This is an optimization exercise on Yosys and OpenROAD, whose aim is small area, not a production implementation. Where RTL was checked, it was by simulation tests only, not by an equivalence proof against the original. Power is estimated from default activity; no workload was simulated.

==> run A <==
## xn_decoder
module xn_decoder #(
    parameter integer TSW      = 16,
    parameter [7:0]   VER_INIT = 8'd30
) (
    input  wire             clk,
    input  wire             rst,
    input  wire             in_valid,
    input  wire [7:0]       in_byte,
    input  wire [TSW-1:0]   in_ts,
    input  wire             ver_wr,
    input  wire [7:0]       ver_wdata,
    input  wire             discard,
    output reg              out_valid,
    output wire             out_ok,
    output wire [2:0]       out_reason,
    output wire [7:0]       out_call_raw,
    output wire [TSW-1:0]   out_call_ts,
    output wire             out_cf_valid,
    output wire [2:0]       out_kind,
    output wire [4:0]       out_addr,
    output wire             out_bcast,
    output wire             out_def_valid,
    output wire [4:0]       out_def,
    output wire             out_hdr_valid,
    output wire [7:0]       out_hdr,
    output wire             out_id_valid,
    output wire [7:0]       out_id,
    output wire [3:0]       out_payload_len,
    output wire [15*8-1:0]  out_payload,
    output wire             out_checksum_valid,
    output wire [4:0]       out_raw_len,
    output wire [18*8-1:0]  out_raw,
    output wire             diag_ambiguous,
    output wire [2:0]       st,
    output wire [2:0]       fr
);
    localparam integer NDEF   = 32;
    localparam integer BUFCAP = 18;
    localparam [2:0] S_WAIT_CALL = 3'd0, S_WAIT_HDR = 3'd1, S_WAIT_ID = 3'd2,
                     S_WAIT_DATA = 3'd3, S_EMIT = 3'd5, S_FAIL = 3'd6;
    localparam [2:0] K_SEND = 3'd0, K_RESEND = 3'd1, K_FRAMED = 3'd2,
  ...
clock: 12.0 ns
lec_check: 0
cap_margin: 0
core_margin: 2
core_utilization: 70
slew_margin: 0
standard.sh (not shown) runs the stock make flow with config.mk's settings and CLKGATE_MAP_FILE= SYNTH_SCRIPT=/design/flow/synth_recipe.tcl, a recipe that flattens the netlist after the stock synthesis.
==> flow/flow/run.sh <==
#!/bin/bash
# Standard ORFS layout (the standard.sh) with: port buffers made of the
# smallest buffer cell (every port still gets one), and a clock tree built
# without dummy load cells. ORFS writes each step's log under orfs/logs;
# make's output goes to standard.log.
set -euo pipefail
export BUFFER_PORTS_ARGS="-buffer_cell sky130_fd_sc_hd__buf_1"
export CTS_ARGS="-sink_clustering_enable -repair_clock_nets -dont_use_dummy_load -buf_list {sky130_fd_sc_hd__clkbuf_4 sky130_fd_sc_hd__clkbuf_8} -sink_clustering_size 12"
bash standard.sh > standard.log 2>&1
==> inputs of run C, as changes to run A <==
--- a/flow/design.v
+++ b/flow/design.v
@@ -137,16 +137,21 @@
             else if (c[6:5] == 2'b01 && pv)        classify = {1'b1, K_UNKNOWN};
             else if (!pv)                          classify = {1'b0, R_PARITY};
             else                                   classify = {1'b0, R_UNCLASS};
         end
     endfunction
     wire [3:0] cls_in = classify(b);
     wire [3:0] cls_cf = classify(cf_raw);
     wire       cf_bc  = (cf_raw[4:0] == 5'd0);
+    function [4:0] flen;
+        input [4:0] s;
+        input [3:0] nb;
+        flen = 5'd1 + {4'd0, c_idv[s]} + {1'b0, (c_var[s] ? nb : c_n[s])} + {4'd0, c_ck[s]};
+    endfunction
     reg       h_fail, h_amb, h_id;
     reg [4:0] h_sel;
     always @(*) begin
         h_fail = 1'b0; h_amb = 1'b0; h_id = 1'b0; h_sel = 5'd0;
         if (cf_bc) begin
             casez (b)
                 8'h4?: h_sel = 5'd1;
                 8'h61, 8'h81: h_id = 1'b1;
@@ -161,55 +166,48 @@
                 8'h93: begin h_sel = 5'd20;
                              if (ge20 && !ge41) begin h_fail = 1'b1; h_amb = 1'b1; end end
                 8'hF5: h_sel = 5'd26;
                 default: h_fail = 1'b1;
             endcase
         end
     end
     wire [7:0] h0 = buf_q[7:0];
-    wire g61b = cf_bc & ~h0[7];                                    
-    wire g81b = cf_bc &  h0[7];                                    
-    wire gn   = ~cf_bc;
-    wire g63  = gn & (h0[7:4] == 4'h6) & (h0[1:0] == 2'd3);
-    wire g62  = gn & (h0[7:4] == 4'h6) & (h0[1:0] == 2'd2);
-    wire g61  = gn & (h0[7:4] == 4'h6) & (h0[1:0] == 2'd1);
-    wire gE4  = gn & (h0[7:4] == 4'hE);
-    wire g21  = gn & (h0[7:4] == 4'h2);
-    wire gF6  = gn & (h0[7:4] == 4'hF);
-    wire gA   = gn & (h0[7:4] == 4'hA);
-    wire g95  = gn & (h0[7:4] == 4'h9) &  h0[0];
-    wire g94  = gn & (h0[7:4] == 4'h9) & ~h0[0];
-    wire g42  = gn & (h0[7:4] == 4'h4) &  (h0[3:0] == 4'h2);
-    wire g4x  = gn & (h0[7:4] == 4'h4) & ~(h0[3:0] == 4'h2);
-    wire b00 = (b == 8'h00), b01 = (b == 8'h01), b02 = (b == 8'h02), b21 = (b == 8'h21),
-         b22 = (b == 8'h22), b23 = (b == 8'h23), b33 = (b == 8'h33), b55 = (b == 8'h55),
-         b80 = (b == 8'h80), b1x = (b[7:4] == 4'h1), b0x = (b[7:4] == 4'h0),
-         b2x = (b[7:5] == 3'd1), b11 = (b[7:6] == 2'b11) & ge30;
-    wire s12 = g61b & b01, s13 = g61b & b00, s14 = g81b & b00;
-    wire s2  = g63 & b21,  s29 = g63 & b1x;
-    wire s3  = g62 & b22,  s4  = g62 & b23;
-    wire s27 = g61 & b02,  s28 = g61 & b[7];
-    wire s5  = gE4 & b1x,  s16 = gE4 & b0x, s17 = gE4 & b2x;
-    wire s8  = g21 & b80,  s9  = g21 & ~b80;
-    wire s11 = gF6 & b00,  s19 = gA & b55;
-    wire s24 = g95 & b33,  s25 = g95 & ~b33;
-    wire s22 = g94 & b01,  s23 = g94 & b00;
-    wire s15 = g42 & ~b11;
-    wire s31 = g4x & b11,  s30 = g4x & ~b11;
-    wire i_amb  = g42 & b11;
-    wire i_fail = ~(s12 | s13 | s14 | s2 | s29 | s3 | s4 | s27 | s28 | s5 | s16 | s17 |
-                    g21 | s11 | s19 | g95 | s22 | s23 | s15 | g4x);
-    wire [4:0] i_sel =
-        ({5{s12}} & 5'd12) | ({5{s13}} & 5'd13) | ({5{s14}} & 5'd14) | ({5{s2}}  & 5'd2)  |
-        ({5{s29}} & 5'd29) | ({5{s3}}  & 5'd3)  | ({5{s4}}  & 5'd4)  | ({5{s27}} & 5'd27) |
-        ({5{s28}} & 5'd28) | ({5{s5}}  & 5'd5)  | ({5{s16}} & 5'd16) | ({5{s17}} & 5'd17) |
-        ({5{s8}}  & 5'd8)  | ({5{s9}}  & 5'd9)  | ({5{s11}} & 5'd11) | ({5{s19}} & 5'd19) |
-        ({5{s24}} & 5'd24) | ({5{s25}} & 5'd25) | ({5{s22}} & 5'd22) | ({5{s23}} & 5'd23) |
-        ({5{s15}} & 5'd15) | ({5{s31}} & 5'd31) | ({5{s30}} & 5'd30);
+    reg       i_fail, i_amb;
+    reg [4:0] i_sel;
+    always @(*) begin
+        i_fail = 1'b0; i_amb = 1'b0; i_sel = 5'd0;
+        if (cf_bc) begin
+            if (!h0[7]) begin    
+                if (b == 8'h01) i_sel = 5'd12; else if (b == 8'h00) i_sel = 5'd13; else i_fail = 1'b1;
+            end else begin       
+                i_sel = 5'd14; if (b != 8'h00) i_fail = 1'b1;
+            end
+        end else begin
+            case (h0[7:4])
+                4'h6: case (h0[1:0])
+                          2'd3:    if (b == 8'h21) i_sel = 5'd2; else if (b[7:4] == 4'h1) i_sel = 5'd29; else i_fail = 1'b1;
+                          2'd2:    if (b == 8'h22) i_sel = 5'd3; else if (b == 8'h23) i_sel = 5'd4; else i_fail = 1'b1;
+                          default: if (b == 8'h02) i_sel = 5'd27; else if (b[7]) i_sel = 5'd28; else i_fail = 1'b1;
+                      endcase
+                4'hE: if (b[7:4] == 4'h1) i_sel = 5'd5; else if (b[7:4] == 4'h0) i_sel = 5'd16;
+                      else if (b[7:5] == 3'd1) i_sel = 5'd17; else i_fail = 1'b1;
+                4'h2: i_sel = (b == 8'h80) ? 5'd8 : 5'd9;
+                4'hF: begin i_sel = 5'd11; if (b != 8'h00) i_fail = 1'b1; end
+                4'hA: begin i_sel = 5'd19; if (b != 8'h55) i_fail = 1'b1; end
+                4'h9: if (h0[0]) i_sel = (b == 8'h33) ? 5'd24 : 5'd25;
+                      else if (b == 8'h00) i_sel = 5'd23; else if (b == 8'h01) i_sel = 5'd22; else i_fail = 1'b1;
+                default:  
+                      if (h0[3:0] == 4'h2) begin
+                          i_sel = 5'd15; if (b[7:6] == 2'b11 && ge30) begin i_fail = 1'b1; i_amb = 1'b1; end
+                      end else
+                          i_sel = (b[7:6] == 2'b11 && ge30) ? 5'd31 : 5'd30;
+            endcase
+        end
+    end
     reg        p_none, p_amb;
     always @(*) begin
         p_none = 1'b0; p_amb = 1'b0;
         case (sel)
             5'd8:  p_none = 1'b0;                   
             5'd15: p_amb = !ge30;
             5'd22: p_amb = ge35 && !ge41;           
             5'd24: p_amb = 1'b1;
==> qor summary <==
item                                                                                                                   run C                    run A
Result of the run                                                                                    complete, no violations  complete, no violations
Power dissipated in sequential cells                                                                                0.760 mW                 0.765 mW
Arithmetic-cell share of the synthesized area counting full adders, half adders and majority gates                    0.880%                   0.882%
Global-route wire length before repair                                                                              44100 um                 48000 um
Arrival time reported for the critical path endpoint                                                                 3.29 ns                  2.99 ns
GR Util All Layers                                                                                                     39.4%                    43.7%
R2R cell count                                                                                                            16                       14
Area growth, synth to finish                                                                                           15.0%                    15.2%
Non-clk bufs                                                                                                             388                      387
Post-detailed-routing wire length                                                                                   30700 um                 34100 um
Clock network area share                                                                                               2.04%                    2.05%
Final worst-path setup slack                                                                                         6.31 ns                  6.61 ns
Master of the slowest instance on the critical path                                                 sky130_fd_sc_hd__nor4b_1   sky130_fd_sc_hd__or4_4
Proportion of netlist area held by the largest area contributor                                                        53.7%                    53.8%
Floorplan die width                                                                                                   123 um                   123 um
DR WL/cell                                                                                                           22.9 um                  25.4 um
Critical Path Fanout Max                                                                                                   6                       11
Cell-internal power                                                                                                 0.921 mW                 0.926 mW
First element of the critical path                                                                                 cf_raw[6]                cf_raw[4]
Cell area after synthesis                                                                                          9960 um^2                9930 um^2
Pin count of the biggest net entering global routing                                                                     101                      106
Max Fclk                                                                                                             176 MHz                  186 MHz
The RTL of run A was laid out without a check of its function.

-- port drivers added, routing unchanged --
In the flow no input, the clock included, has a driving cell. The finished layouts below were timed again as built, in two steps. Step 1 assumes that a clkbuf_16 drives the clock port and a buf_2 every other input. Step 2 adds t to the input delays and takes it off the output delays; t is the mean of the earliest and latest rising clock arrival at the registers after step 1. Input paths then give back, and output paths get back, about the clock's delay inside the block. Slacks: ideal / step 1 / step 2; pairs: ideal / step 1.
| run | t (ns) | setup WS [ns] | worst setup path at the end |
|---|---|---|---|
| run A | 0.492 | 6.613 / 6.572 / 6.568 | input to register |
| run C | 0.490 | 6.309 / 6.274 / 6.193 | input to register |
After both steps every run listed still meets setup and hold. The setup slack of run C, which loses most, moves by -0.035 ns with the drivers and by -0.116 ns with both steps.
